Context: an optimization exercise on an open-source flow, tuned for small area, a short achievable clock period and few clock cycles. The choices shown serve that exercise and are no tape-out recipe. Where RTL was checked, it was by simulation tests only, not by an equivalence proof against the original. Function not checked in runs 2 to 4: the RTL went through the layout flow alone. No activity file was given, so power comes from the tool's default toggle rates.

==> flow/design.v (outline; a module is shown in full before it is edited, if it fits) <==
// module vs_layout: 1481 lines
module vs_layout (
    input  wire        clk,
    input  wire        rst,
    input  wire        start,
    input  wire [4:0]  fmt,
    input  wire [14:0] w,
    input  wire [14:0] h,
    output reg         done,
    output wire [3:0]  errcode,    
    output wire [1:0]  nplanes,
    output wire [31:0] total,
    output wire [14:0] p0_w, p1_w, p2_w,
    output wire [14:0] p0_h, p1_h, p2_h,
    output wire [16:0] p0_stride, p1_stride, p2_stride,
    output wire [31:0] p0_offset, p1_offset, p2_offset,
    output wire [31:0] p0_size, p1_size, p2_size,
    output wire [1:0]  p0_role, p1_role, p2_role
);
  // ...
==> flow/run.sh <==
#!/bin/bash
# synth_recipe.tcl (not shown) runs the flow's synth.tcl, then flattens the netlist and writes it again
# the make line also repeats each setting of config.mk as NAME=value (left out here)
make -C /OpenROAD-flow-scripts/flow DESIGN_CONFIG=/design/flow/config.mk WORK_HOME=/design/flow/orfs CLKGATE_MAP_FILE= SYNTH_SCRIPT=/design/flow/synth_recipe.tcl finish
==> flow/config.mk <==
export PLATFORM = sky130hd
export DESIGN_NAME = vs_layout
export DESIGN_NICKNAME = vs_layout
export VERILOG_FILES = /design/flow/design.v
export SDC_FILE = /design/flow/constraint.sdc
export NUM_CORES = 4
export LEC_CHECK = 0
export CAP_MARGIN = 20
export CORE_MARGIN = 2
export CORE_UTILIZATION = 60
export SETUP_SLACK_MARGIN = 5
export SLEW_MARGIN = 20
==> flow/constraint.sdc <==
create_clock -name core_clock -period 14.0 [get_ports {clk}]
set_input_delay 2.8000 -clock core_clock [delete_from_list [all_inputs] [get_ports {clk}]]
set_output_delay 2.8000 -clock core_clock [all_outputs]
set_load 0.01 [all_outputs]
==> run notes, run 1 <==
status no timing/DRC/antenna violations; Multi-Input Combinational 1724; non-clock buffer count 441; tap cells 442; multi-input gate area in the final layout 15400 um2; area occupied by registers 2310 um2; number of buffers added for setup after CTS 40; period utilization 65.3%; leading cell type in the layout, fill and taps excluded clkdlybuf4s50_1; Post-Route M1 WL 24200 um; share of the synthesized area in the top cell type 22.6%; top_reg_cell synth dfxtp_1; syn_area_per_cell 8.35 um2; CP Capture Point p2_offset[30]; total CTS buffers 17; proportion of power drawn by flip-flops and latches 8.7%; capture endpoint of the worst hold path wr[3]$_DFF_P_; sequential power 520 uW; CTS Root Cell clkbuf_16; standard cell with the maximum stage delay on the critical path fa_1; Ports 416; netlist area before placement 19600 um2; first-pass GRT wire length 89100 um; DP Wirelength 44800 um; standard cell core area 32400 um2; highest-count cells in the layout ignoring fill and taps 319 x clkdlybuf4s50_1, 277 x inv_1, 215 x fa_1; Worst path most repeated cell buf_4; count of nets after finishing 3011; Post-synth EDFFs 0; family with the most delay on the worst path compound AO/OA/AOI/OAI gates; cell group occupying the most layout area multi-input combinational cells; post-synthesis share of cell area spent on and, or, nand and nor gates 18.8%; Synth area leader fa_1; Setup Crit Path Kind register to output pin; clock buffer and inverter area fraction after layout 2.42%; part of the total power dissipated in the clock network 7.1%; final setup violating endpoints 0
Testbench counts, summed over its fixed seeds: cycles 3,200.
==> run 2, diff against run 1 <==
--- a/flow/design.v
+++ b/flow/design.v
@@ -15,20 +15,332 @@
     output wire [31:0] p0_offset, p1_offset, p2_offset,
     output wire [31:0] p0_size, p1_size, p2_size,
     output wire [1:0]  p0_role, p1_role, p2_role
 );
   wire i4   = (fmt <= 5'd8);                                    
   wire i3   = (fmt >= 5'd10) && (fmt <= 5'd12);                 
   wire i2   = ((fmt >= 5'd14) && (fmt <= 5'd16)) || ((fmt >= 5'd20) && (fmt <= 5'd22));
   wire i420 = (fmt == 5'd17) || (fmt == 5'd18);
-  wire [16:0] w3p3 = {2'b00, w} + {1'b0, w, 1'b0} + 17'd3;
-  wire [14:0] cw2  = (w >> 1) + {14'd0, w[0]};
-  wire [14:0] cw4  = (w >> 2) + {14'd0, |w[1:0]};
-  wire [14:0] a0   = i4 ? w : i3 ? w3p3[16:2] : i2 ? cw2 : cw4;
+  wire [14:0] c3w, cw2, cw4;
+  wire ad1 = 1'b1 & 1'b1;
+  wire ad2 = w[0] & ~w[2];
+  wire ad3 = w[1] & ~w[3];
+  wire ad4 = w[2] & ~w[4];
+  wire ad5 = w[3] & ~w[5];
+  wire ad6 = w[4] & ~w[6];
+  wire ad7 = w[5] & ~w[7];
+  wire ad8 = w[6] & ~w[8];
+  wire ad9 = w[7] & ~w[9];
+  wire ad10 = w[8] & ~w[10];
+  wire ad11 = w[9] & ~w[11];
+  wire ad12 = w[10] & ~w[12];
+  wire ad13 = w[11] & ~w[13];
+  wire ad14 = w[12] & ~w[14];
+  wire ad15 = w[13] & 1'b1;
+  wire ad16 = w[14] & 1'b1;
+  wire ad17 = 1'b1 ^ 1'b1;
+  wire ad18 = w[0] ^ ~w[2];
+  wire ad19 = w[1] ^ ~w[3];
+  wire ad20 = w[2] ^ ~w[4];
+  wire ad21 = w[3] ^ ~w[5];
+  wire ad22 = w[4] ^ ~w[6];
+  wire ad23 = w[5] ^ ~w[7];
+  wire ad24 = w[6] ^ ~w[8];
+  wire ad25 = w[7] ^ ~w[9];
+  wire ad26 = w[8] ^ ~w[10];
+  wire ad27 = w[9] ^ ~w[11];
+  wire ad28 = w[10] ^ ~w[12];
+  wire ad29 = w[11] ^ ~w[13];
+  wire ad30 = w[12] ^ ~w[14];
+  wire ad31 = w[13] ^ 1'b1;
+  wire ad32 = w[14] ^ 1'b1;
+  wire ad33 = ad2 | (ad18 & ad1);
+  wire ad34 = ad18 & ad17;
+  wire ad35 = ad4 | (ad20 & ad3);
+  wire ad36 = ad20 & ad19;
+  wire ad37 = ad6 | (ad22 & ad5);
+  wire ad38 = ad22 & ad21;
+  wire ad39 = ad8 | (ad24 & ad7);
+  wire ad40 = ad24 & ad23;
+  wire ad41 = ad10 | (ad26 & ad9);
+  wire ad42 = ad26 & ad25;
+  wire ad43 = ad12 | (ad28 & ad11);
+  wire ad44 = ad28 & ad27;
+  wire ad45 = ad14 | (ad30 & ad13);
+  wire ad46 = ad30 & ad29;
+  wire ad47 = ad16 | (ad32 & ad15);
+  wire ad48 = ad32 & ad31;
+  wire ad49 = ad3 | (ad19 & ad33);
+  wire ad50 = ad19 & ad34;
+  wire ad51 = ad35 | (ad36 & ad33);
+  wire ad52 = ad36 & ad34;
+  wire ad53 = ad7 | (ad23 & ad37);
+  wire ad54 = ad23 & ad38;
+  wire ad55 = ad39 | (ad40 & ad37);
+  wire ad56 = ad40 & ad38;
+  wire ad57 = ad11 | (ad27 & ad41);
+  wire ad58 = ad27 & ad42;
+  wire ad59 = ad43 | (ad44 & ad41);
+  wire ad60 = ad44 & ad42;
+  wire ad61 = ad15 | (ad31 & ad45);
+  wire ad62 = ad31 & ad46;
+  wire ad63 = ad47 | (ad48 & ad45);
+  wire ad64 = ad48 & ad46;
+  wire ad65 = ad5 | (ad21 & ad51);
+  wire ad66 = ad21 & ad52;
+  wire ad67 = ad37 | (ad38 & ad51);
+  wire ad68 = ad38 & ad52;
+  wire ad69 = ad53 | (ad54 & ad51);
+  wire ad70 = ad54 & ad52;
+  wire ad71 = ad55 | (ad56 & ad51);
+  wire ad72 = ad56 & ad52;
+  wire ad73 = ad13 | (ad29 & ad59);
+  wire ad74 = ad29 & ad60;
+  wire ad75 = ad45 | (ad46 & ad59);
+  wire ad76 = ad46 & ad60;
+  wire ad77 = ad61 | (ad62 & ad59);
+  wire ad78 = ad62 & ad60;
+  wire ad79 = ad63 | (ad64 & ad59);
+  wire ad80 = ad64 & ad60;
+  wire ad81 = ad9 | (ad25 & ad71);
+  wire ad82 = ad25 & ad72;
+  wire ad83 = ad41 | (ad42 & ad71);
+  wire ad84 = ad42 & ad72;
+  wire ad85 = ad57 | (ad58 & ad71);
+  wire ad86 = ad58 & ad72;
+  wire ad87 = ad59 | (ad60 & ad71);
+  wire ad88 = ad60 & ad72;
+  wire ad89 = ad73 | (ad74 & ad71);
+  wire ad90 = ad74 & ad72;
+  wire ad91 = ad75 | (ad76 & ad71);
+  wire ad92 = ad76 & ad72;
+  wire ad93 = ad77 | (ad78 & ad71);
+  wire ad94 = ad78 & ad72;
+  wire ad95 = ad79 | (ad80 & ad71);
+  wire ad96 = ad80 & ad72;
+  wire ad97 = ad18 ^ ad1;
+  wire ad98 = ad19 ^ ad33;
+  wire ad99 = ad20 ^ ad49;
+  wire ad100 = ad21 ^ ad51;
+  wire ad101 = ad22 ^ ad65;
+  wire ad102 = ad23 ^ ad67;
+  wire ad103 = ad24 ^ ad69;
+  wire ad104 = ad25 ^ ad71;
+  wire ad105 = ad26 ^ ad81;
+  wire ad106 = ad27 ^ ad83;
+  wire ad107 = ad28 ^ ad85;
+  wire ad108 = ad29 ^ ad87;
+  wire ad109 = ad30 ^ ad89;
+  wire ad110 = ad31 ^ ad91;
+  wire ad111 = ad32 ^ ad93;
+  wire ad112 = w[1] & w[0];
+  wire ad113 = w[2] & 1'b0;
+  wire ad114 = w[3] & 1'b0;
+  wire ad115 = w[4] & 1'b0;
+  wire ad116 = w[5] & 1'b0;
+  wire ad117 = w[6] & 1'b0;
+  wire ad118 = w[7] & 1'b0;
+  wire ad119 = w[8] & 1'b0;
+  wire ad120 = w[9] & 1'b0;
+  wire ad121 = w[10] & 1'b0;
+  wire ad122 = w[11] & 1'b0;
+  wire ad123 = w[12] & 1'b0;
+  wire ad124 = w[13] & 1'b0;
+  wire ad125 = w[14] & 1'b0;
+  wire ad126 = 1'b0 & 1'b0;
+  wire ad127 = w[1] ^ w[0];
+  wire ad128 = w[2] ^ 1'b0;
+  wire ad129 = w[3] ^ 1'b0;
+  wire ad130 = w[4] ^ 1'b0;
+  wire ad131 = w[5] ^ 1'b0;
+  wire ad132 = w[6] ^ 1'b0;
+  wire ad133 = w[7] ^ 1'b0;
+  wire ad134 = w[8] ^ 1'b0;
+  wire ad135 = w[9] ^ 1'b0;
+  wire ad136 = w[10] ^ 1'b0;
+  wire ad137 = w[11] ^ 1'b0;
+  wire ad138 = w[12] ^ 1'b0;
+  wire ad139 = w[13] ^ 1'b0;
+  wire ad140 = w[14] ^ 1'b0;
+  wire ad141 = 1'b0 ^ 1'b0;
+  wire ad142 = ad113 | (ad128 & ad112);
+  wire ad143 = ad128 & ad127;
+  wire ad144 = ad115 | (ad130 & ad114);
+  wire ad145 = ad130 & ad129;
+  wire ad146 = ad117 | (ad132 & ad116);
+  wire ad147 = ad132 & ad131;
+  wire ad148 = ad119 | (ad134 & ad118);
+  wire ad149 = ad134 & ad133;
+  wire ad150 = ad121 | (ad136 & ad120);
+  wire ad151 = ad136 & ad135;
+  wire ad152 = ad123 | (ad138 & ad122);
+  wire ad153 = ad138 & ad137;
+  wire ad154 = ad125 | (ad140 & ad124);
+  wire ad155 = ad140 & ad139;
+  wire ad156 = ad114 | (ad129 & ad142);
+  wire ad157 = ad129 & ad143;
+  wire ad158 = ad144 | (ad145 & ad142);
+  wire ad159 = ad145 & ad143;
+  wire ad160 = ad118 | (ad133 & ad146);
+  wire ad161 = ad133 & ad147;
+  wire ad162 = ad148 | (ad149 & ad146);
+  wire ad163 = ad149 & ad147;
+  wire ad164 = ad122 | (ad137 & ad150);
+  wire ad165 = ad137 & ad151;
+  wire ad166 = ad152 | (ad153 & ad150);
+  wire ad167 = ad153 & ad151;
+  wire ad168 = ad126 | (ad141 & ad154);
+  wire ad169 = ad141 & ad155;
+  wire ad170 = ad116 | (ad131 & ad158);
+  wire ad171 = ad131 & ad159;
+  wire ad172 = ad146 | (ad147 & ad158);
+  wire ad173 = ad147 & ad159;
+  wire ad174 = ad160 | (ad161 & ad158);
+  wire ad175 = ad161 & ad159;
+  wire ad176 = ad162 | (ad163 & ad158);
+  wire ad177 = ad163 & ad159;
+  wire ad178 = ad124 | (ad139 & ad166);
+  wire ad179 = ad139 & ad167;
+  wire ad180 = ad154 | (ad155 & ad166);
+  wire ad181 = ad155 & ad167;
+  wire ad182 = ad168 | (ad169 & ad166);
+  wire ad183 = ad169 & ad167;
+  wire ad184 = ad120 | (ad135 & ad176);
+  wire ad185 = ad135 & ad177;
+  wire ad186 = ad150 | (ad151 & ad176);
+  wire ad187 = ad151 & ad177;
+  wire ad188 = ad164 | (ad165 & ad176);
+  wire ad189 = ad165 & ad177;
+  wire ad190 = ad166 | (ad167 & ad176);
+  wire ad191 = ad167 & ad177;
+  wire ad192 = ad178 | (ad179 & ad176);
+  wire ad193 = ad179 & ad177;
+  wire ad194 = ad180 | (ad181 & ad176);
+  wire ad195 = ad181 & ad177;
+  wire ad196 = ad182 | (ad183 & ad176);
+  wire ad197 = ad183 & ad177;
+  wire ad198 = ad128 ^ ad112;
+  wire ad199 = ad129 ^ ad142;
+  wire ad200 = ad130 ^ ad156;
+  wire ad201 = ad131 ^ ad158;
+  wire ad202 = ad132 ^ ad170;
+  wire ad203 = ad133 ^ ad172;
+  wire ad204 = ad134 ^ ad174;
+  wire ad205 = ad135 ^ ad176;
+  wire ad206 = ad136 ^ ad184;
+  wire ad207 = ad137 ^ ad186;
+  wire ad208 = ad138 ^ ad188;
+  wire ad209 = ad139 ^ ad190;
+  wire ad210 = ad140 ^ ad192;
+  wire ad211 = ad141 ^ ad194;
+  wire ad212 = w[2] & (w[1] | w[0]);
+  wire ad213 = w[3] & 1'b0;
+  wire ad214 = w[4] & 1'b0;
+  wire ad215 = w[5] & 1'b0;
+  wire ad216 = w[6] & 1'b0;
+  wire ad217 = w[7] & 1'b0;
+  wire ad218 = w[8] & 1'b0;
+  wire ad219 = w[9] & 1'b0;
+  wire ad220 = w[10] & 1'b0;
+  wire ad221 = w[11] & 1'b0;
+  wire ad222 = w[12] & 1'b0;
+  wire ad223 = w[13] & 1'b0;
+  wire ad224 = w[14] & 1'b0;
+  wire ad225 = 1'b0 & 1'b0;
+  wire ad226 = 1'b0 & 1'b0;
+  wire ad227 = w[2] ^ (w[1] | w[0]);
+  wire ad228 = w[3] ^ 1'b0;
+  wire ad229 = w[4] ^ 1'b0;
+  wire ad230 = w[5] ^ 1'b0;
+  wire ad231 = w[6] ^ 1'b0;
+  wire ad232 = w[7] ^ 1'b0;
+  wire ad233 = w[8] ^ 1'b0;
+  wire ad234 = w[9] ^ 1'b0;
+  wire ad235 = w[10] ^ 1'b0;
+  wire ad236 = w[11] ^ 1'b0;
+  wire ad237 = w[12] ^ 1'b0;
+  wire ad238 = w[13] ^ 1'b0;
+  wire ad239 = w[14] ^ 1'b0;
+  wire ad240 = 1'b0 ^ 1'b0;
+  wire ad241 = 1'b0 ^ 1'b0;
+  wire ad242 = ad213 | (ad228 & ad212);
+  wire ad243 = ad228 & ad227;
+  wire ad244 = ad215 | (ad230 & ad214);
+  wire ad245 = ad230 & ad229;
+  wire ad246 = ad217 | (ad232 & ad216);
+  wire ad247 = ad232 & ad231;
+  wire ad248 = ad219 | (ad234 & ad218);
+  wire ad249 = ad234 & ad233;
+  wire ad250 = ad221 | (ad236 & ad220);
+  wire ad251 = ad236 & ad235;
+  wire ad252 = ad223 | (ad238 & ad222);
+  wire ad253 = ad238 & ad237;
+  wire ad254 = ad225 | (ad240 & ad224);
+  wire ad255 = ad240 & ad239;
+  wire ad256 = ad214 | (ad229 & ad242);
+  wire ad257 = ad229 & ad243;
+  wire ad258 = ad244 | (ad245 & ad242);
+  wire ad259 = ad245 & ad243;
+  wire ad260 = ad218 | (ad233 & ad246);
+  wire ad261 = ad233 & ad247;
+  wire ad262 = ad248 | (ad249 & ad246);
+  wire ad263 = ad249 & ad247;
+  wire ad264 = ad222 | (ad237 & ad250);
+  wire ad265 = ad237 & ad251;
+  wire ad266 = ad252 | (ad253 & ad250);
+  wire ad267 = ad253 & ad251;
+  wire ad268 = ad226 | (ad241 & ad254);
+  wire ad269 = ad241 & ad255;
+  wire ad270 = ad216 | (ad231 & ad258);
+  wire ad271 = ad231 & ad259;
+  wire ad272 = ad246 | (ad247 & ad258);
+  wire ad273 = ad247 & ad259;
+  wire ad274 = ad260 | (ad261 & ad258);
+  wire ad275 = ad261 & ad259;
+  wire ad276 = ad262 | (ad263 & ad258);
+  wire ad277 = ad263 & ad259;
+  wire ad278 = ad224 | (ad239 & ad266);
+  wire ad279 = ad239 & ad267;
+  wire ad280 = ad254 | (ad255 & ad266);
+  wire ad281 = ad255 & ad267;
+  wire ad282 = ad268 | (ad269 & ad266);
+  wire ad283 = ad269 & ad267;
+  wire ad284 = ad220 | (ad235 & ad276);
+  wire ad285 = ad235 & ad277;
+  wire ad286 = ad250 | (ad251 & ad276);
+  wire ad287 = ad251 & ad277;
+  wire ad288 = ad264 | (ad265 & ad276);
+  wire ad289 = ad265 & ad277;
+  wire ad290 = ad266 | (ad267 & ad276);
+  wire ad291 = ad267 & ad277;
+  wire ad292 = ad278 | (ad279 & ad276);
+  wire ad293 = ad279 & ad277;
+  wire ad294 = ad280 | (ad281 & ad276);
+  wire ad295 = ad281 & ad277;
+  wire ad296 = ad282 | (ad283 & ad276);
+  wire ad297 = ad283 & ad277;
+  wire ad298 = ad228 ^ ad212;
+  wire ad299 = ad229 ^ ad242;
+  wire ad300 = ad230 ^ ad256;
+  wire ad301 = ad231 ^ ad258;
+  wire ad302 = ad232 ^ ad270;
+  wire ad303 = ad233 ^ ad272;
+  wire ad304 = ad234 ^ ad274;
+  wire ad305 = ad235 ^ ad276;
+  wire ad306 = ad236 ^ ad284;
+  wire ad307 = ad237 ^ ad286;
+  wire ad308 = ad238 ^ ad288;
+  wire ad309 = ad239 ^ ad290;
+  wire ad310 = ad240 ^ ad292;
+  wire ad311 = ad241 ^ ad294;
+  assign c3w = {ad111, ad110, ad109, ad108, ad107, ad106, ad105, ad104, ad103, ad102, ad101, ad100, ad99, ad98, ad97};
+  assign cw2 = {ad211, ad210, ad209, ad208, ad207, ad206, ad205, ad204, ad203, ad202, ad201, ad200, ad199, ad198, ad127};
+  assign cw4 = {ad311, ad310, ad309, ad308, ad307, ad306, ad305, ad304, ad303, ad302, ad301, ad300, ad299, ad298, ad227};
+  wire [14:0] a0   = i4 ? w : i3 ? c3w : i2 ? cw2 : cw4;
   wire [15:0] r0 = h[0] ? (i420 ? {a0, 1'b0} : {1'b0, a0}) : 16'd0;
   wire [14:0] pp1 = a0 & {15{h[1]}};
   wire [14:0] pp2 = a0 & {15{h[2]}};
   wire [14:0] pp3 = a0 & {15{h[3]}};
   wire [14:0] pp4 = a0 & {15{h[4]}};
   wire [14:0] pp5 = a0 & {15{h[5]}};
   wire [14:0] pp6 = a0 & {15{h[6]}};
   wire [14:0] pp7 = a0 & {15{h[7]}};
==> flow/flow/run.sh (new file) <==
#!/bin/bash
# The standard layout, with the port buffers made of the plain buffer
# sky130_fd_sc_hd__buf_1 instead of ORFS's default choice (a delay cell).
set -euo pipefail
cd "$(dirname "$0")/.."
export BUFFER_PORTS_ARGS="-buffer_cell sky130_fd_sc_hd__buf_1"
bash standard.sh > standard_flow.log 2>&1
==> flow/standard.sh (new file) <==
#!/bin/bash
# synth_recipe.tcl (not shown) runs the flow's synth.tcl, then flattens the netlist and writes it again
# the make line also repeats each setting of config.mk as NAME=value (left out here)
make -C /OpenROAD-flow-scripts/flow DESIGN_CONFIG=/design/flow/config.mk WORK_HOME=/design/flow/orfs CLKGATE_MAP_FILE= SYNTH_SCRIPT=/design/flow/synth_recipe.tcl "${@:-finish}"
removed: flow/run.sh
==> run 2 against run 1 <==
Still clean. Total power fell by 10%. Maximum frequency fell by 1.0%. Synthesized cell count fell by 1.6%. Core utilization fell by 7.3 points. Global-route usage fell by 0.31 points. Combinational power fell by 13%. Via count fell by 2.8%. Worst hold slack got worse by 0.14 ns. Final area fell by 12%.
==> run notes, run 2 <==
status no timing/DRC/antenna violations; share of the synthesized area in the top cell type 23.5% (+0.90 points); die width 182 um; effective utilization at floorplan 60.6%; via count of the first global-routing pass 16000; leading cell type in the layout, fill and taps excluded buf_1; placer congestion estimate 0.947; total count of max-transition violations in the final report 0; core occupancy in the finished layout 67.0%; number of nets with antenna violations after routing 0; number of buffers on the longest clock path 2; Buffers & Inverters on Critical Path 4; unrepaired setup endpoints after global routing yes; post-route DRC violation count 0; number of antenna violations at the first check in global routing 1; CTS Root Cell clkbuf_16; largest net degree at the start of global routing 90; Layout Cell Area excl Fill 21100 um2; Worst Path Required 11.20 ns; number of antenna repair diodes 0; first-pass GRT wire length 87400 um (-2.0%); standard cell with the maximum stage delay on the critical path fa_1; total wirelength of the detailed-routed design 55400 um; source of the worst hold timing path rst; clock tree from TritonCTS yes; Synth area leader fa_1; P&R area growth vs syn 10.5%; syn_area_per_cell 8.27 um2 (-0.95%); worst path arrival time 6.43 ns; Synth Register Bits 114; gate count of the mapped netlist 2309; startpoint type of the worst setup path register; number of iterations in the first detailed-routing pass 5; Crit. End Element output pin; total CTS buffers 17 (unchanged); time the worst path needs with I/O delays and setup 9.23 ns; worst hold margin 2.54 ns; global route total overflow 0; placement-stage cell area 19500 um2; achievable clock frequency 108 MHz; power consumption 5380 uW; kind of path behind the tightest hold check input pin to register; number of cell rows 65; family with the most delay on the worst path compound AO/OA/AOI/OAI gates; DP Wirelength 43000 um (-4.0%); top_reg_cell synth dfxtp_1; leakage power summed over all cells 0.00964 uW; worst rel slew slack 34.0%; highest-count cells in the layout ignoring fill and taps 339 x buf_1, 276 x inv_1, 219 x fa_1; worst setup path start t[1]$_SDFF_PP0_; stage delay of the slowest cell on the critical path 0.55 ns; port bufs 355; number of DRC violations after detailed-routing iteration 0 1121; clock slew seen by the registers of the worst setup and hold paths 0.05 ns; Synth warnings 1; netlist area before placement 19100 um2 (-2.5%); number of max-cap violations 0; count of final hold-check violations 0; standard cell core area 31500 um2 (-2.8%); Die Span Y 182 um; Post-synth EDFFs 0 (unchanged); Worst path most repeated cell a21o_1; Total Negative Setup Slacks 0 ns; number of vias in the routed layout 16600; clock sink count 114; Synth area leaders fa_1 23%, dfxtp_1 12%, ha_1 10%; maximum resistive drop on vdd 0.240 mV; share of layout cells above drive strength 1 8.90%; sequential cell area fraction in the yosys report 12.0%; Vias/cell 5.65; Avg WL per Cell 18.9 um; post-synthesis async set-or-reset flop share 0%; period utilization 65.9% (+0.68 points); Ports 416 (unchanged); commonest cells in the netlist 278 x inv_1, 224 x fa_1, 197 x buf_4; leading cell type by number of instances after synthesis inv_1; cell depth of the worst setup path 26; final setup violating endpoints 0 (unchanged); largest fanout on the critical path 6; library cells used by synthesis 69; Setup Crit Path Kind register to output pin; Die ar. 33300 um2; largest registers qc (28), qs (28); transition time of the tightest slew-check pin 0.991 ns; count of nets after finishing 2936 (-2.5%); Tot GR Track Use 33.3%; H-tree depth 4; CP Capture Point total[29]; Pwr Density 255 nW/um2
==> run 2: cell count changes in the layout (fill, tap and decap cells not counted), moves of 14 or more <==
cell             before  now
xnor2_1              96   71
ha_1                149  135
nor2_1               92  156
dlymetal6s2s_1       16    0
xor2_1               39   55
clkdlybuf4s50_1     319    0
a21oi_1              67   85
buf_1                 0  339
buf_4                80   57
and2_1              174  140
==> run 2: what timing repair did <==
item,4_1_cts,5_1_grt
gates cloned,0,0
setup buffers,26,14
setup endpoints to repair,36,52
hold buffers,0,0
endpoints found under the hold margin,0,0
pin swaps,42,32
resized for setup,87,55
==> run 2: cell families after synthesis <==
logic type | synth area share [%]
other cells | 0.0393
buf+inv | 15.1
xor+xnor | 6.01
compound gates | 13.6
flops | 12.0
mux | 0.793
fa+ha+maj | 33.9
simple gates | 18.6
==> run 2: worst min path at each step <==
| stage | endpoint | slack, ns | cells after the start |
|---|---|---|---|
| finish | done$_DFF_P_ | 2.54 | 2 |
| global route | done$_DFF_P_ | 2.54 | 2 |
| CTS | done$_DFF_P_ | 2.52 | 2 |
| detailed placement | done$_DFF_P_ | 2.96 | 2 |
| global placement | done$_DFF_P_ | 2.95 | 2 |
| floorplan | hr[0]$_DFF_P_ | 2.83 | 0 |
==> run 2: area by class of cell <==
cell class / instances / area, um2
clock inverter: 14 / 201
inverter: 280 / 1050
sequential: 114 / 2300
timing repair buffer: 417 / 1840
fill: 2737 / 10400
multi-input combinational: 1686 / 14800
tap: 402 / 503
clock buffer: 17 / 425
==> run 2: report_power, final <==
part	internal [uW]	total, uW	switching, uW	leakage (uW)
clock	299	463	163	0.000301
combinational	1740	4410	2670	0.00839
sequential	424	515	90.9	0.000957
total	2460	5380	2920	0.00964
==> run 2: per-layer routing <==
layer	global-route usage [%]	share of wire, %	vias to the layer above
met1	45.3	44	8128
met5	0	0.016	-
met3	4.11	6.4	98
li1	-	-	7670
met2	56.1	48	666
met4	9.23	2.4	2
==> run 2: per-stage QoR <==
stage	cells	worst slack (ns)
final	2930	4.77
after global routing	2930	4.59
after CTS	2916	4.93
after global placement	2859	4.31
after floorplan	2368	5.05
after detailed placement	2859	4.14
==> run 3, diff against run 2 <==
--- a/flow/flow/run.sh
+++ b/flow/flow/run.sh
@@ -5,3 +5,3 @@
 cd "$(dirname "$0")/.."
 export BUFFER_PORTS_ARGS="-buffer_cell sky130_fd_sc_hd__buf_1"
-bash standard.sh > standard_flow.log 2>&1
+bash standard.sh SETUP_SLACK_MARGIN=6 finish > standard_flow.log 2>&1
--- a/flow/config.mk
+++ b/flow/config.mk
@@ -6,4 +6,5 @@
 export NUM_CORES = 4
 export LEC_CHECK = 0
+export ABC_AREA = 1
 export CAP_MARGIN = 20
 export CORE_MARGIN = 2
==> run 3 against run 2 <==
Final area grew 11%. Still clean on timing, DRC and antenna. Total power grew 13%. Clock-buffer cell count grew 1. Critical path depth grew 5. Sequential power grew 2%. Final cell count grew 25%. Sequential cell count is the same. Global-route usage grew 3.2 points. Worst setup slack gained 0.94 ns.
==> run notes, run 3 <==
Synth area leader fa_1; via count of the first global-routing pass 18900 (+18%); highest-count cells in the layout ignoring fill and taps 597 x nand2_1, 523 x inv_1, 299 x buf_1; leading cell type by number of instances after synthesis nand2_1; placer congestion estimate 0.971 (+2.5%); Total Negative Setup Slacks 0 ns (unchanged); number of DRC violations after detailed-routing iteration 0 1497 (+34%); number of buffers on the longest clock path 2 (unchanged); syn_area_per_cell 6.87 um2 (-17%); clock sink count 114 (unchanged); P&R area growth vs syn 14.2%; number of nets with antenna violations after routing 0 (unchanged); Tot GR Track Use 36.4% (+3.2 points); global routing usage on met3 4.02% (-0.088 points); transition time of the tightest slew-check pin 1.16 ns (+0.173 ns); post-synthesis async set-or-reset flop share 0% (unchanged); worst path arrival time 5.49 ns (-0.94 ns); Post-synth EDFFs 0 (unchanged); Die ar. 35500 um2 (+6.8%); Synth warnings 1 (unchanged); unrepaired setup endpoints after global routing yes; netlist area before placement 20400 um2 (+7.0%); standard cell core area 33500 um2 (+6.5%); commonest cells in the netlist 672 x nand2_1, 545 x inv_1, 300 x nor2_1; first-pass GRT wire length 102000 um (+17%); cell internal pwr 2630 uW (+6.9%); Vias/cell 5.46 (-3.4%); kind of path behind the tightest hold check input pin to register; final setup violating endpoints 0 (unchanged); number of max-cap violations 0 (unchanged); clock tree from TritonCTS yes; hold-fix buffers at CTS 0 (unchanged); effective utilization at floorplan 60.9% (+0.27 points); Die Span Y 189 um (+3.4%); standard cell with the maximum stage delay on the critical path fa_1; largest fanout on the critical path 8 (+2); gate count of the mapped netlist 2972 (+29%); post-route DRC violation count 0 (unchanged); # placed instances 3572 (+25%); Pwr Density 260 nW/um2 (+2.0%); library cells used by synthesis 63 (-8.7%); Avg WL per Cell 18.0 um (-4.6%); maximum resistive drop on vdd 0.271 mV (+13%); CTS Root Cell clkbuf_16; stage delay of the slowest cell on the critical path 0.54 ns (about the same); number of antenna violations at the first check in global routing 0 (-1); die width 189 um (+3.4%); number of cell rows 67 (+3.1%); Synth area leaders fa_1 22%, nand2_1 12%, dfxtp_1 11%; Worst Path Required 11.20 ns (about the same); status no timing/DRC/antenna violations; total CTS buffers 17 (unchanged); startpoint type of the worst setup path register; time the worst path needs with I/O delays and setup 8.29 ns (-0.939 ns); Synth Register Bits 114 (unchanged); sequential cell area fraction in the yosys report 11.2% (-0.78 points); worst setup path start t[1]$_SDFF_PP0_; global route total overflow 0 (unchanged); share of the synthesized area in the top cell type 22.0% (-1.5 points); core occupancy in the finished layout 69.6% (+2.6 points); count of nets after finishing 3636 (+24%); Ports 416 (unchanged); period utilization 59.2% (-6.7 points); number of iterations in the first detailed-routing pass 7 (+2); DP Wirelength 51000 um (+19%); layer with the highest usage met2; count of final hold-check violations 0 (unchanged); number of vias in the routed layout 20100 (+21%); Worst path most repeated cell nand2_4; largest registers qc (28), qs (28); achievable clock frequency 121 MHz (+11%); worst rel slew slack 22.4% (-12 points); leading cell type in the layout, fill and taps excluded nand2_1; share of total power in combinational logic 83.9% (+2.1 points); source of the worst hold timing path rst; total count of max-transition violations in the final report 0 (unchanged); Crit. End Element output pin; number of antenna repair diodes 0 (unchanged); count of placed standard cells in the final layout, fillers left out 3677 (+25%); port bufs 355 (unchanged); H-tree depth 4 (unchanged); Switch Pwr 3440 uW (+18%); share of layout cells above drive strength 1 14.5% (+5.6 points); fraction of met1 tracks used by global routing 49.8% (+4.4 points); GRT met2 Usage 60.4% (+4.3 points); leakage power summed over all cells 0.0122 uW (+27%); clock slew seen by the registers of the worst setup and hold paths 0.06 ns (about the same); total wirelength of the detailed-routed design 66300 um (+20%); Setup Crit Path Kind register to output pin; largest net degree at the start of global routing 74 (-18%); part of the total power dissipated in the clock network 7.5% (-1.1 points); proportion of power drawn by flip-flops and latches 8.6% (-1.0 points); fraction of power spent switching nets 56.6% (+2.4 points); top_reg_cell synth dfxtp_1; fill cell count 2943 (+7.5%)
-- run 3: cell types whose count changed after synthesis, sizes merged, moves of 18 or more --
cell,before,now
a21o,29,5
a21oi,101,150
a22oi,21,3
and2,143,6
and3,29,1
buf,201,224
clkbuf,87,45
inv,279,563
nand2,166,691
nand3,41,178
nor2,160,311
nor2b,88,0
xnor2,76,20
-- run 3: kinds of logic after synthesis --
| group | synth area share (%) |
|---|---|
| other | 0.0368 |
| XOR/XNOR | 2.70 |
| AND/OR/NAND/NOR | 25.9 |
| flip-flops | 11.2 |
| multiplexers | 0.0551 |
| buffers and inverters | 19.6 |
| adder cells (fa/ha/maj) | 31.6 |
| AO/OA/AOI/OAI | 8.99 |
-- run 3: power by group through the flow --
stage          clock [uW]  sequential (uW)  combinational (uW)
2_1_floorplan           0              491                3210
6_report              458              523                5090
4_1_cts               460              520                4330
3_5_place_dp            0              527                3910
5_1_grt               476              531                5600
3_3_place_gp            0              524                3830
-- run 3: final timing paths --
check	to	slack, ns	cells past startpoint
worst min-delay path	done$_DFF_P_	2.53	2
worst max-delay path	p2_offset[20]	5.71	31
-- run 3: layout make-up --
type | count | area [um2] | share of cell area [%]
repair buffers | 435 | 2100 | 8.98
multi-input cells | 2080 | 15600 | 66.9
clock inverters | 14 | 178 | 0.762
flip-flops and latches | 114 | 2310 | 9.89
inverters | 568 | 2150 | 9.21
well taps | 448 | 561 | 2.40
clock buffers | 18 | 439 | 1.88
-- run 3: per-layer routing --
layer | vias up | part of all wire (%) | routed length [um]
met4 | 0 | 3.6 | 2410
met1 | 9605 | 42 | 27700
met3 | 143 | 8.2 | 5430
met5 | - | 0 | 0
li1 | 9364 | - | -
met2 | 978 | 46 | 30800
-- run 3: per-stage QoR --
| stage | instance area (um2) | power, uW | hold WS (ns) | setup WS [ns] |
|---|---|---|---|---|
| after floorplan | 20700 | 3700 | 2.83 | 6.00 |
| after global placement | 20800 | 4350 | 2.95 | 5.25 |
| after detailed placement | 20800 | 4440 | 2.97 | 5.08 |
| after CTS | 22200 | 5310 | 2.52 | 5.94 |
| after global routing | 23300 | 6610 | 2.54 | 5.53 |
| final | 23300 | 6070 | 2.53 | 5.71 |
-- run 3: what timing repair did --
action                                  CTS  global route
buffers inserted                         42            31
resized for setup                       147           250
endpoints found under the setup margin   52            68
pin swaps                                68            70
-- run 3: critical path: cells and delay by family (launching register included) --
family          cells  cell delay, ns
buf+inv             8            0.94
compound gates      6            0.85
xor+xnor            1            0.17
fa+ha+maj           5            1.80
simple gates       11            0.88
flops               1            0.41
==> run 4, diff against run 3 <==
==> flow/flow/run.sh (replaced) <==
#!/bin/bash
# The standard layout, with the port buffers made of the plain buffer
# sky130_fd_sc_hd__buf_1 instead of ORFS's default choice (a delay cell),
# and timing repair aiming at a larger setup margin.
set -euo pipefail
cd "$(dirname "$0")/.."
export BUFFER_PORTS_ARGS="-buffer_cell sky130_fd_sc_hd__buf_1"
bash standard.sh SETUP_SLACK_MARGIN=8 finish > standard_flow.log 2>&1
--- a/flow/config.mk
+++ b/flow/config.mk
@@ -6,5 +6,4 @@
 export NUM_CORES = 4
 export LEC_CHECK = 0
-export ABC_AREA = 1
 export CAP_MARGIN = 20
 export CORE_MARGIN = 2
==> run 4 against run 3 <==
Final cell count is 16% lower. Non-clock buffer count up 134. Core utilization is 8.4 points higher. Die area down 6.4%. Synthesized cell count shrank 22%. Largest power group unchanged. Combinational power rose by 4%.
==> run notes, run 4 <==
Die ar. 33300 um2 (-6.4%); worst setup timing slack at the placement stage 4.92 ns (-0.157 ns); number of antenna violations at the first check in global routing 0 (unchanged); total CTS buffers 17 (unchanged); highest-count cells in the layout ignoring fill and taps 252 x buf_1, 199 x inv_1, 158 x buf_4; Avg WL per Cell 19.4 um (+7.5%); source of the worst hold timing path w[8]; port bufs 355 (unchanged); clock sink count 114 (unchanged); hold-fix buffers at CTS 0 (unchanged); Crit. End Element output pin; unrepaired setup endpoints after global routing yes; share of the synthesized area in the top cell type 23.5% (+1.5 points); number of vias in the routed layout 17500 (-13%); startpoint type of the worst setup path register; Hold Path Stages 1 (-1); worst rel slew slack 24.4% (+2.0 points); Buffers & Inverters on Critical Path 6 (-2); top_reg_cell synth dfxtp_1; number of iterations in the first detailed-routing pass 5 (-2); gate count of the mapped netlist 2309 (-22%); total count of max-transition violations in the final report 0 (unchanged); H-tree depth 4 (unchanged); number of buffers on the longest clock path 2 (unchanged); placement-stage cell area 20500 um2 (-0.97%); netlist area before placement 19100 um2 (-6.5%); fill cell count 2195 (-25%); leading cell type in the layout, fill and taps excluded buf_1; part of the total power dissipated in the clock network 7.3% (-0.2 points); Synth warnings 1 (unchanged); Synth area leader fa_1; DP Wirelength 42800 um (-16%); P&R area growth vs syn 28.5%; Synth Register Bits 114 (unchanged); standard cell with the maximum stage delay on the critical path fa_1; proportion of power drawn by flip-flops and latches 8.4% (-0.2 points); share of layout cells above drive strength 1 32.3% (+18 points); Pwr Density 255 nW/um2 (-1.9%); number of cell rows 65 (-3.0%); kind of path behind the tightest hold check input pin to register; transition time of the tightest slew-check pin 1.13 ns (-0.0304 ns); clock slew seen by the registers of the worst setup and hold paths 0.06 ns (about the same); number of antenna repair diodes 0 (unchanged); min setup slack post-route 4.85 ns (-0.856 ns); Setup Crit Path Kind register to output pin; period utilization 65.4% (+6.1 points); Switch Pwr 3210 uW (-6.6%); capture endpoint of the worst hold path wr[8]$_DFF_P_; count of nets after finishing 3089 (-15%); global route total overflow 0 (unchanged); via count of the first global-routing pass 17200 (-9.0%); Total Negative Setup Slacks 0 ns (unchanged); status no timing/DRC/antenna violations; maximum resistive drop on vdd 0.229 mV (-16%); Worst Path Required 11.20 ns (about the same); sequential cell area fraction in the yosys report 12.0% (+0.78 points); post-route DRC violation count 0 (unchanged); number of max-cap violations 0 (unchanged); post-synthesis async set-or-reset flop share 0% (unchanged); time the worst path needs with I/O delays and setup 9.15 ns (+0.856 ns); fraction of power spent switching nets 51.3% (-5.4 points); achievable clock frequency 109 MHz (-9.4%); Ports 416 (unchanged); family with the most delay on the worst path compound AO/OA/AOI/OAI gates; placer congestion estimate 0.959 (-1.3%); largest net degree at the start of global routing 77 (+4.1%); first-pass GRT wire length 90400 um (-12%); leakage power summed over all cells 0.0111 uW (-9.7%); total wirelength of the detailed-routed design 59800 um (-9.8%); Layout Cell Area excl Fill 24500 um2 (+5.1%); Synth area leaders fa_1 23%, dfxtp_1 12%, ha_1 10%; leading cell type by number of instances after synthesis inv_1; number of nets with antenna violations after routing 0 (unchanged); number of DRC violations after detailed-routing iteration 0 1129 (-25%); clock tree from TritonCTS yes; CTS Root Cell clkbuf_16; Post-synth EDFFs 0 (unchanged); largest fanout on the critical path 6 (-2); final setup violating endpoints 0 (unchanged); Die Span Y 182 um (-3.3%); count of final hold-check violations 0 (unchanged); largest registers qc (28), qs (28); Vias/cell 5.68 (+4.0%); Tot GR Track Use 34.4% (-2.0 points); share of total power in combinational logic 84.3% (+0.4 points); library cells used by synthesis 69 (+9.5%); standard cell core area 31500 um2 (-6.1%); die width 182 um (-3.3%); cell internal pwr 3050 uW (+16%); worst path arrival time 6.35 ns (+0.86 ns); effective utilization at floorplan 60.6% (-0.27 points); syn_area_per_cell 8.27 um2 (+20%); power consumption 6260 uW (+3.2%); worst hold margin 2.49 ns (-0.0351 ns); stage delay of the slowest cell on the critical path 0.55 ns (about the same); commonest cells in the netlist 278 x inv_1, 224 x fa_1, 197 x buf_4
run 4: cell count changes after synthesis, moves of 15 or more:
cell / before / now
a211oi_1: 4 / 21
nor2b_1: 0 / 88
nand2_1: 672 / 166
a22oi_1: 3 / 21
inv_1: 545 / 278
nor2_1: 300 / 160
xnor2_1: 20 / 76
and3_1: 1 / 29
a21o_1: 5 / 29
clkbuf_1: 44 / 87
a21oi_1: 149 / 101
nand3_1: 174 / 41
and2_1: 6 / 143
nand2b_1: 1 / 16
run 4: layout make-up:
class / count / area (um2) / share of cell area, %
Inverter: 280 / 1080 / 4.39
Multi-Input combinational cell: 1687 / 16500 / 67.1
Tap cell: 402 / 503 / 2.05
Sequential cell: 114 / 2330 / 9.50
Clock inverter: 13 / 181 / 0.740
Clock buffer: 19 / 433 / 1.76
Timing Repair Buffer: 569 / 3540 / 14.4
run 4: power groups by stage:
stage          logic [uW]  registers (uW)  clock network (uW)
4_1_cts              4770             518                 464
3_5_place_dp         4080             521                   0
5_1_grt              5720             533                 478
2_1_floorplan        3470             487                   0
6_report             5280             525                 460
3_3_place_gp         3970             520                   0
run 4: cell families (layout without fill, tap and decap cells):
| family | count (synthesis) | count (layout) | share of synthesized area (%) |
|---|---|---|---|
| simple gates | 708 | 709 | 18.6 |
| buf+inv | 568 | 881 | 15.1 |
| compound gates | 388 | 388 | 13.6 |
| fa+ha+maj | 383 | 383 | 33.9 |
| xor+xnor | 131 | 131 | 6.01 |
| flops | 114 | 114 | 12.0 |
| mux | 15 | 15 | 0.793 |
| other cells | 2 | 61 | 0.0393 |
run 4: routing by layer:
| metal | track usage, % | up-vias | wire length (um) |
|---|---|---|---|
| li1 | - | 7992 | - |
| met5 | 0 | - | 0 |
| met4 | 13.9 | 0 | 2090 |
| met1 | 44.4 | 8653 | 25000 |
| met2 | 59.4 | 723 | 29500 |
| met3 | 3.77 | 148 | 3230 |
run 4: what timing repair did:
action                                 CTS  global route
gates resized for setup                320           220
setup buffers                          133            56
endpoints found under the hold margin    0             0
pin swaps                              121           118
setup endpoints to repair              196           207
cloned                                   0             2
run 4: how the worst max path moves through the flow:
stage,startpoint,end,cells after the start
after detailed placement,w[3],qc[10]$_DFF_P_,25
after global routing,t[1]$_SDFF_PP0_,p2_offset[29],26
after floorplan,hr[4]$_DFF_P_,p2_offset[30],23
final,t[1]$_SDFF_PP0_,p2_offset[29],26
after CTS,t[1]$_SDFF_PP0_,p2_offset[30],24
after global placement,w[3],qc[10]$_DFF_P_,25
run 4: per-stage QoR:
stage	utilization [%]	instances
global route	77.9	3084
floorplan	-	2368
global placement	65.3	2861
CTS	74.2	3026
finish	77.9	3084
detailed placement	65.3	2861

[afterwards: timing with drivers on the ports]
No port has a modelled driver above. Below, the same layouts with a new extraction and two added sets of constraints.
Step 1 assumes that a clkbuf_16 drives the clock port and a buf_2 every other input.
Step 2, shift: input delay + t, output delay - t, t = (earliest + latest rising clock arrival at the registers) / 2. This alone moves slack from input paths to output paths.
Three values: no drivers, after step 1, after step 2; two values: the first two.
| run | t, ns | slack for setup (ns) | worst setup path at the end |
|---|---|---|---|
| run 1 | 0.463 | 4.864 / 4.815 / 4.863 | input to register |
| run 2 | 0.459 | 4.768 / 4.719 / 4.984 | input to register |
| run 3 | 0.471 | 5.707 / 5.658 / 5.847 | input to register |
| run 4 | 0.472 | 4.851 / 4.806 / 5.278 | register to output |
After both steps setup and hold are still met in every run listed. The setup slack of run 1, which loses most, moves by -0.049 ns with the drivers and by -0.001 ns with both steps.
